This design comes from an exercise in tuning for small area, a short achievable clock period and few clock cycles on the open sky130 flow, not from production work. In this exercise RTL edits were held to simulation tests only and were not proved equivalent to the original.

==> flow/design.v <==
module fp_mul (
    input  wire [31:0] a,
    input  wire [31:0] b,
    output reg  [31:0] y
);
    wire        sa = a[31];
    wire        sb = b[31];
    wire [7:0]  ea = a[30:23];
    wire [7:0]  eb = b[30:23];
    wire [22:0] fa = a[22:0];
    wire [22:0] fb = b[22:0];
    wire a_nan  = (ea == 8'hFF) && (fa != 0);
    wire b_nan  = (eb == 8'hFF) && (fb != 0);
    wire a_inf  = (ea == 8'hFF) && (fa == 0);
    wire b_inf  = (eb == 8'hFF) && (fb == 0);
    wire a_zero = (ea == 8'h00) && (fa == 0);
    wire b_zero = (eb == 8'h00) && (fb == 0);
    wire        sy = sa ^ sb;
    wire [23:0] ma = {(ea != 0), fa};
    wire [23:0] mb = {(eb != 0), fb};
    wire [9:0]  xa = (ea == 0) ? 10'd1 : {2'b00, ea};
    wire [9:0]  xb = (eb == 0) ? 10'd1 : {2'b00, eb};
    wire [47:0] p = ma * mb;
    reg  [5:0]  lz;
    integer     k;
    always @* begin
        lz = 6'd47;
        for (k = 0; k < 48; k = k + 1)
            if (p[k]) lz = 6'd47 - k[5:0];
    end
    wire [47:0] pn = p << lz;
    wire signed [11:0] e = $signed({2'b00, xa}) + $signed({2'b00, xb}) - 12'sd126 - $signed({6'b0, lz});
    reg  [47:0] ps;
    reg         st;
    reg  [7:0]  ef;
    reg  [11:0] sh;
    reg  [30:0] mag;
    reg         g, s, inc;
    integer     j;
    always @* begin
        sh = 12'd0;
        if (e >= 1) begin
            ps = pn;
            st = 1'b0;
            ef = e[7:0];
        end else begin
            sh = 12'd1 - e;
            if (sh > 12'd49) sh = 12'd49;
            ps = pn >> sh;
            st = 1'b0;
            for (j = 0; j < 48; j = j + 1)
                if (j < sh && pn[j]) st = 1'b1;
            ef = 8'd0;
        end
        g   = ps[23];
        s   = (ps[22:0] != 0) || st;
        inc = g && (s || ps[24]);
        mag = {ef, ps[46:24]} + {30'd0, inc};
        if (a_nan || b_nan || (a_inf && b_zero) || (b_inf && a_zero))
            y = 32'h7FC00000;
        else if (a_inf || b_inf)
            y = {sy, 8'hFF, 23'd0};
        else if (p == 0)
            y = {sy, 31'd0};
        else if (e >= 255 || mag[30:23] == 8'hFF)
            y = {sy, 8'hFF, 23'd0};
        else
            y = {sy, mag};
    end
endmodule
module fp_add (
    input  wire [31:0] a,
    input  wire [31:0] b,
    output reg  [31:0] y
);
    wire a_nan = (a[30:23] == 8'hFF) && (a[22:0] != 0);
    wire b_nan = (b[30:23] == 8'hFF) && (b[22:0] != 0);
    wire a_inf = (a[30:23] == 8'hFF) && (a[22:0] == 0);
    wire b_inf = (b[30:23] == 8'hFF) && (b[22:0] == 0);
    wire        swap = (b[30:0] > a[30:0]);
    wire [31:0] x = swap ? b : a;
    wire [31:0] z = swap ? a : b;
    wire        sx = x[31];
    wire        sz = z[31];
    wire [7:0]  ex = (x[30:23] == 0) ? 8'd1 : x[30:23];
    wire [7:0]  ez = (z[30:23] == 0) ? 8'd1 : z[30:23];
    wire [23:0] mx = {(x[30:23] != 0), x[22:0]};
    wire [23:0] mz = {(z[30:23] != 0), z[22:0]};
    wire [7:0]  d  = ex - ez;
    wire [26:0] ax = {mx, 3'b000};
    reg  [26:0] az;
    reg         stz;
    always @* begin
        if (d >= 8'd27) begin
            az  = 27'd0;
            stz = (mz != 0);
        end else begin
            az  = {mz, 3'b000} >> d;
            stz = (({mz, 3'b000} & ((27'd1 << d) - 27'd1)) != 0);
        end
    end
    wire        sub = sx ^ sz;
    wire [26:0] azs = {az[26:1], az[0] | stz};
    wire [27:0] sum = sub ? ({1'b0, ax} - {1'b0, azs}) : ({1'b0, ax} + {1'b0, azs});
    reg  [4:0]  lz;
    integer     k;
    always @* begin
        lz = 5'd27;
        for (k = 0; k < 28; k = k + 1)
            if (sum[k]) lz = 5'd27 - k[4:0];
    end
    wire [27:0] pn = sum << lz;
    wire signed [10:0] e = $signed({3'b000, ex}) + 11'sd1 - $signed({6'b0, lz});
    reg  [27:0] ps;
    reg         st;
    reg  [7:0]  ef;
    reg  [10:0] sh;
    reg  [30:0] mag;
    reg         g, s, inc;
    integer     i;
    always @* begin
        sh = 11'd0;
        st = 1'b0;
        if (e >= 1) begin
            ps = pn;
            ef = e[7:0];
        end else begin
            sh = 11'd1 - e;
            if (sh > 11'd29) sh = 11'd29;
            ps = pn >> sh;
            for (i = 0; i < 28; i = i + 1)
                if (i < sh && pn[i]) st = 1'b1;
            ef = 8'd0;
        end
        g   = ps[3];
        s   = (ps[2:0] != 0) || st;
        inc = g && (s || ps[4]);
        mag = {ef, ps[26:4]} + {30'd0, inc};
        if (a_nan || b_nan || (a_inf && b_inf && (a[31] != b[31])))
            y = 32'h7FC00000;
        else if (a_inf)
            y = a;
        else if (b_inf)
            y = b;
        else if (sum == 0)
            y = {a[31] & b[31], 31'd0};
        else if (e >= 255 || mag[30:23] == 8'hFF)
            y = {sx, 8'hFF, 23'd0};
        else
            y = {sx, mag};
    end
endmodule
module mm_core (
    input  wire        clk,
    input  wire        rst,
    input  wire        cmd_valid,
    output wire        cmd_ready,
    input  wire [31:0] cmd_word,
    output reg         rsp_valid,
    output reg  [2:0]  rsp_status,
    output reg  [31:0] rsp_data
);
    localparam [2:0] ST_OK      = 3'd0;
    localparam [2:0] ST_INDEX   = 3'd1;
    localparam [2:0] ST_ILLEGAL = 3'd3;
    localparam [1:0] S_CMD  = 2'd0;    
    localparam [1:0] S_DATA = 2'd1;    
    localparam [1:0] S_EXEC = 2'd2;    
    localparam [1:0] S_TICK = 2'd3;    
    reg  [1:0]  state;
    reg  [31:0] cw;                    
    reg  [31:0] dw;                    
    reg  [31:0] coef   [0:255];
    reg  [31:0] in_reg [0:15];
    reg  [31:0] out_reg[0:15];
    reg  [31:0] acc    [0:3];
    reg  [1:0]  grp;                   
    reg  [3:0]  ich;                   
    reg  [4:0]  nin, nout;             
    assign cmd_ready = (state == S_CMD) || (state == S_DATA);
    wire [5:0]  opc    = cmd_word[31:26];
    wire        w_data = (opc == 6'h01) || (opc == 6'h03) || (opc == 6'h06) ||
                         (opc == 6'h09) || (opc == 6'h10) || (opc == 6'h11);
    wire [5:0]  c_opc  = cw[31:26];
    wire [7:0]  c_out  = cw[15:8];
    wire [7:0]  c_in   = cw[7:0];
    wire [15:0] c_idx  = cw[15:0];
    wire [3:0]  c_ch   = cw[3:0];
    wire [4:0]  c_nin  = cw[4:0];
    wire [4:0]  c_nout = cw[9:5];
    wire        pair_ok = (c_out < 8'd16) && (c_in < 8'd16);
    wire        idx_ok  = (c_idx < 16'd256);
    wire [7:0]  pair_a  = {c_out[3:0], c_in[3:0]};
    reg         legal;
    always @* begin
        case (c_opc)
            6'h00: legal = (cw[25:0] == 26'd0);
            6'h01, 6'h02, 6'h03, 6'h04: legal = (cw[25:16] == 10'd0);
            6'h09, 6'h0B: legal = (cw[25:4] == 22'd0);
            6'h0A: legal = (cw[25:10] == 16'd0);
            default: legal = 1'b0;
        endcase
    end
    function [4:0] clamp116(input [4:0] v);
        if (v == 5'd0)       clamp116 = 5'd1;
        else if (v > 5'd16)  clamp116 = 5'd16;
        else                 clamp116 = v;
    endfunction
    wire [31:0] lane_c[0:3];
    wire [31:0] lane_p[0:3];
    wire [31:0] lane_s[0:3];
    wire [31:0] bcast = in_reg[ich];
    genvar l;
    generate
        for (l = 0; l < 4; l = l + 1) begin : g_lane
            assign lane_c[l] = coef[{grp, l[1:0], ich}];
            fp_mul u_mul (.a(lane_c[l]), .b(bcast), .y(lane_p[l]));
            fp_add u_add (.a((ich == 4'd0) ? 32'h00000000 : acc[l]), .b(lane_p[l]), .y(lane_s[l]));
        end
    endgenerate
    wire last_in = ({1'b0, ich} == nin - 5'd1);
    integer k;
    always @(posedge clk) begin
        if (rst) begin
            state      <= S_CMD;
            cw         <= 32'd0;
            dw         <= 32'd0;
            rsp_valid  <= 1'b0;
            rsp_status <= 3'd0;
            rsp_data   <= 32'd0;
            grp        <= 2'd0;
            ich        <= 4'd0;
            nin        <= 5'd1;
            nout       <= 5'd1;
            for (k = 0; k < 256; k = k + 1) coef[k] <= 32'd0;
            for (k = 0; k < 16; k = k + 1) begin
                in_reg[k]  <= 32'd0;
                out_reg[k] <= 32'd0;
            end
            for (k = 0; k < 4; k = k + 1) acc[k] <= 32'd0;
        end else begin
            rsp_valid <= 1'b0;
            case (state)
                S_CMD: begin
                    if (cmd_valid) begin
                        cw    <= cmd_word;
                        state <= w_data ? S_DATA : S_EXEC;
                    end
                end
                S_DATA: begin
                    if (cmd_valid) begin
                        dw    <= cmd_word;
                        state <= S_EXEC;
                    end
                end
                S_EXEC: begin
                    state      <= S_CMD;
                    rsp_valid  <= 1'b1;
                    rsp_status <= ST_OK;
                    rsp_data   <= 32'd0;
                    if (!legal) begin
                        rsp_status <= ST_ILLEGAL;
                    end else begin
                        case (c_opc)
                            6'h01: begin                          
                                if (pair_ok) coef[pair_a] <= dw;
                                else rsp_status <= ST_INDEX;
                            end
                            6'h02: begin                          
                                if (pair_ok) rsp_data <= coef[pair_a];
                                else rsp_status <= ST_INDEX;
                            end
                            6'h03: begin                          
                                if (idx_ok) coef[c_idx[7:0]] <= dw;
                                else rsp_status <= ST_INDEX;
                            end
                            6'h04: begin                          
                                if (idx_ok) rsp_data <= coef[c_idx[7:0]];
                                else rsp_status <= ST_INDEX;
                            end
                            6'h09: in_reg[c_ch] <= dw;            
                            6'h0B: rsp_data <= out_reg[c_ch];     
                            6'h0A: begin                          
                                rsp_valid <= 1'b0;
                                nin       <= clamp116(c_nin);
                                nout      <= clamp116(c_nout);
                                grp       <= 2'd0;
                                ich       <= 4'd0;
                                state     <= S_TICK;
                            end
                            default: ;                            
                        endcase
                    end
                end
                S_TICK: begin
                    for (k = 0; k < 4; k = k + 1) begin
                        acc[k] <= lane_s[k];
                        if (last_in && ({1'b0, grp, k[1:0]} < nout))
                            out_reg[{grp, k[1:0]}] <= lane_s[k];
                    end
                    if (last_in) begin
                        ich <= 4'd0;
                        grp <= grp + 2'd1;
                        if (grp == 2'd3) begin
                            state      <= S_CMD;
                            rsp_valid  <= 1'b1;
                            rsp_status <= ST_OK;
                            rsp_data   <= 32'd0;
                        end
                    end else begin
                        ich <= ich + 4'd1;
                    end
                end
            endcase
        end
    end
endmodule
==> flow/run.sh <==
#!/bin/bash
# synth_recipe.tcl (not shown) runs the flow's synth.tcl, then flattens the netlist and writes it again
# the make line also repeats each setting of config.mk as NAME=value (left out here)
make -C /OpenROAD-flow-scripts/flow DESIGN_CONFIG=/design/flow/config.mk WORK_HOME=/design/flow/orfs CLKGATE_MAP_FILE= SYNTH_SCRIPT=/design/flow/synth_recipe.tcl finish
==> flow/config.mk <==
export PLATFORM = sky130hd
export DESIGN_NAME = mm_core
export DESIGN_NICKNAME = mm_core
export VERILOG_FILES = /design/flow/design.v
export SDC_FILE = /design/flow/constraint.sdc
export NUM_CORES = 8
export LEC_CHECK = 0
export ABC_AREA = 1
export CAP_MARGIN = 20
export CORE_MARGIN = 2
export CORE_UTILIZATION = 40
export PLACE_DENSITY = 0.6
export SLEW_MARGIN = 20
export SYNTH_MEMORY_MAX_BITS = 16384
==> flow/constraint.sdc <==
create_clock -name core_clock -period 45.0 [get_ports {clk}]
set_input_delay 9.0000 -clock core_clock [delete_from_list [all_inputs] [get_ports {clk}]]
set_output_delay 9.0000 -clock core_clock [all_outputs]
set_load 0.01 [all_outputs]
==> results.txt <==
[metrics by stage]
stage,setup slack [ps],utilization
global route,4.49,0.433
floorplan,14230,-
detailed placement,3360,0.412
CTS,3150,0.432
global placement,2290,0.411
finish,2660,0.433
[cell type report]
cell class / count / area share
Timing Repair Buffer: 2079 / 0.0251
Clock inverter: 494 / 0.00527
Multi-Input combinational cell: 60269 / 0.462
Timing Repair inverter: 1 / 0.0000106
Sequential cell: 9477 / 0.398
Inverter: 5098 / 0.0276
Tap cell: 21712 / 0.0383
Antenna cell: 344 / 0.00121
Clock buffer: 1403 / 0.0425
[placed cells by master (no fill, tap or decap), types with 83 or more instances in the layout]
| master | count |
|---|---|
| clkinv_2 | 171 |
| a31oi_1 | 129 |
| buf_12 | 146 |
| nand2_1 | 10692 |
| o21ai_2 | 97 |
| nand3_1 | 5316 |
| nand4_1 | 667 |
| nand2_4 | 136 |
| o211ai_1 | 1388 |
| a32o_1 | 83 |
| o221ai_1 | 778 |
| nor4_1 | 101 |
| nor2_2 | 211 |
| mux2i_1 | 129 |
| nand2_2 | 689 |
| xnor2_1 | 127 |
| o22ai_1 | 1740 |
| o21ai_1 | 240 |
| ha_1 | 1198 |
| buf_4 | 1843 |
| diode_2 | 344 |
| nor2_1 | 17829 |
| clkbuf_1 | 229 |
| fa_1 | 1948 |
| inv_2 | 231 |
| a21oi_1 | 3809 |
| a211oi_1 | 118 |
| nand3_2 | 327 |
| nor3_1 | 223 |
| o21ai_0 | 10797 |
| clkinv_1 | 319 |
| dfxtp_1 | 242 |
| inv_1 | 4700 |
| clkbuf_16 | 1162 |
| xor2_1 | 323 |
| edfxtp_1 | 9216 |
[kinds of logic (layout without fill, tap and decap cells)]
logic type,after synthesis,count (layout)
mux,130,130
flops,9477,9477
xor+xnor,514,514
compound gates,19914,19914
simple gates,36563,36563
other cells,1,345
fa+ha+maj,3147,3147
buf+inv,12192,9075
[routing by layer]
metal | wire [um] | track usage | vias to the layer above
met2 | 1330000 | 0.534 | 48966
met1 | 1160000 | 0.466 | 309527
li1 | - | - | 272171
met3 | 497000 | 0.150 | 9708
met5 | 1200 | 0.00312 | -
met4 | 294000 | 0.287 | 136
[worst min-delay path, delay by kind of cell (launching register included)]
family / cells / cell delay, ps
flops: 1 / 300
buf+inv: 1 / 60
compound gates: 1 / 50
[worst paths after layout]
check / start / endpoint / slack (ps) / cells after the start
max: ich[0] / out_reg[5][9] / 2660 / 197
min: cw[18] / cw[18] / 460 / 2
max reg2reg: ich[0] / out_reg[5][9] / 2660 / 197
min reg2reg: cw[18] / cw[18] / 460 / 2
==> qor.yml <==
status:
  status: "complete, no violations"
synth:
  synth_cell_type_count: 127
  synth_seq_cells: 9477
  synth-edff-count: 9216
  synth_cells: 81938
  netlist.area_leader.share: 0.422
  syn_nets: 85119
  synthAdderAreaFrac: 0.0823
  synthSimpleGateAreaFrac: 0.233
  yosysMostFrequentCell: "nor2_1"
  synth_top_family_by_area: "simple AND/OR/NAND/NOR gates"
  ys_top_cells_by_count: "nor2_1 (17857), nand2_1 (11038), o21ai_0 (10851)"
  yosys_warnings: 5
  synth_compound_gate_area_share: 0.171
  synth_xor_area_frac: 0.00718
  netlist_area_sq_um: 656000
  yosys.area.top_type: "edfxtp_1"
  seq_area_frac_synth: 0.430
  synth_top_cells_by_area: "edfxtp_1 (42%), nor2_1 (10%), o21ai_0 (8.3%)"
  async_flop_share: 0
  avgSynthCellArea_sq_um: 8.00
  synth_mux_area_frac: 0.00199
  synth_ff_type: "edfxtp_1"
timing:
  setup_tns_ps: 0
  tightest_slew_ps: 1390
  finalCritPeriodShare: 0.941
  finalHoldViolations: 0
  setup_viol: 0
  hold_slack_ps: 457
  clock_skew_ps: 122
  period_minus_slack_ps: 42340
  fmax_mhz: 23.6
  slew-limit-headroom: 0.0640
  slew_viol_final: 0
  rsz0062_at_grt: "no"
die:
  dieArea_sq_um: 1650000
  fp.coreArea_sq_um: 1640000
  pin_count: 72
  fp-row-count: 470
  die_h_um: 1280
  start_util: 0.401
  die_x_um: 1280
drt:
  first_pass_iters: 20
  avgRoutedWirePerCell_um: 32.5
  viasPerCell: 6.35
  postRouteAntennaNets: 0
  dr.first_iter.drc_count: 102010
  vias: 640508
  wl_um: 3280000
  drcViolationCount: 0
worst_setup_path:
  critPathBufInv: 42
  cpMaxStageDelayCell: "nand2_1"
  worstSetupPathType: "reg2reg"
  critPathMaxStageDelay_ps: 810
  setup.worst_path.end_class: "register"
  arrival_ps: 43490
  path_common_cell: "nand2_1"
  required_ps: 46150
  crit_fanout: 114
  cp-start-kind: "register"
  cpLargestDelayFamily: "simple AND/OR/NAND/NOR gates"
layout:
  syn_to_final_growth_pct: 8.10
  layout.nets: 81241
  multi_input_area_sq_um: 328000
  final_area_sq_um: 709000
  stdcell_count: 100877
  largest_reg_flops: 8192
  ff_latch_area_sq_um: 282000
  drive_gt1_frac: 0.0738
  fill_cells: 161284
clock_network:
  clk_pin_slew_worst_paths_ps: 60
  worst_skew_pair.late_latency_ps: 1400
  h-tree-depth: 7
  cts_hold_buf: 0
  cts-root-buf: "clkbuf_16"
  cts_setup_buffers: 0
  post_cts_resized: 0
  cts_tree: "done"
  cts_buffers: 1134
  cts.sinks: 9477
  max-clock-path-buffers: 6
place:
  gp_congestion: 1.02
  portBuffers: 70
  hpwl_um: 2170000
  dp_cells: 98618
  place_area_sq_um: 674000
global_route:
  grt_use_total: 0.379
  grt_pass1_vias: 584962
  grt-ovfl-total: 0
  grt_start_max_net_pins: 177
  antenna_found_initial: 276
  grt_pass1_wl_um: 4520000
flow_run:
  maxCapViolCount: 0
hold_path:
  hp-class: "reg2reg"
Testbench counts, summed over its fixed seeds: cycles 38,152.

separate check: timing with driven ports:
No port has a modelled driver above. Below, the same layout with a new extraction and two added sets of constraints. Step 1 sets driving cells, clkbuf_16 on the clock port and buf_2 on the other inputs (assumed; they add their load-dependent delay and slew). Step 2 also shifts input and output timing later by t, the mid clock arrival at the registers, as if the neighbouring blocks saw the same clock. a / b / c = no drivers / after step 1 / after step 2; a / b = the first two.
t (ns): 1.561
slack for setup (ns): 2.660 / 2.660 / 2.660
worst data-port slew with drivers (ns): 0.06
After both steps setup and hold are still met in this run. For this run, drivers alone change the setup slack by 0.000 ns; drivers and shift together by 0.000 ns.
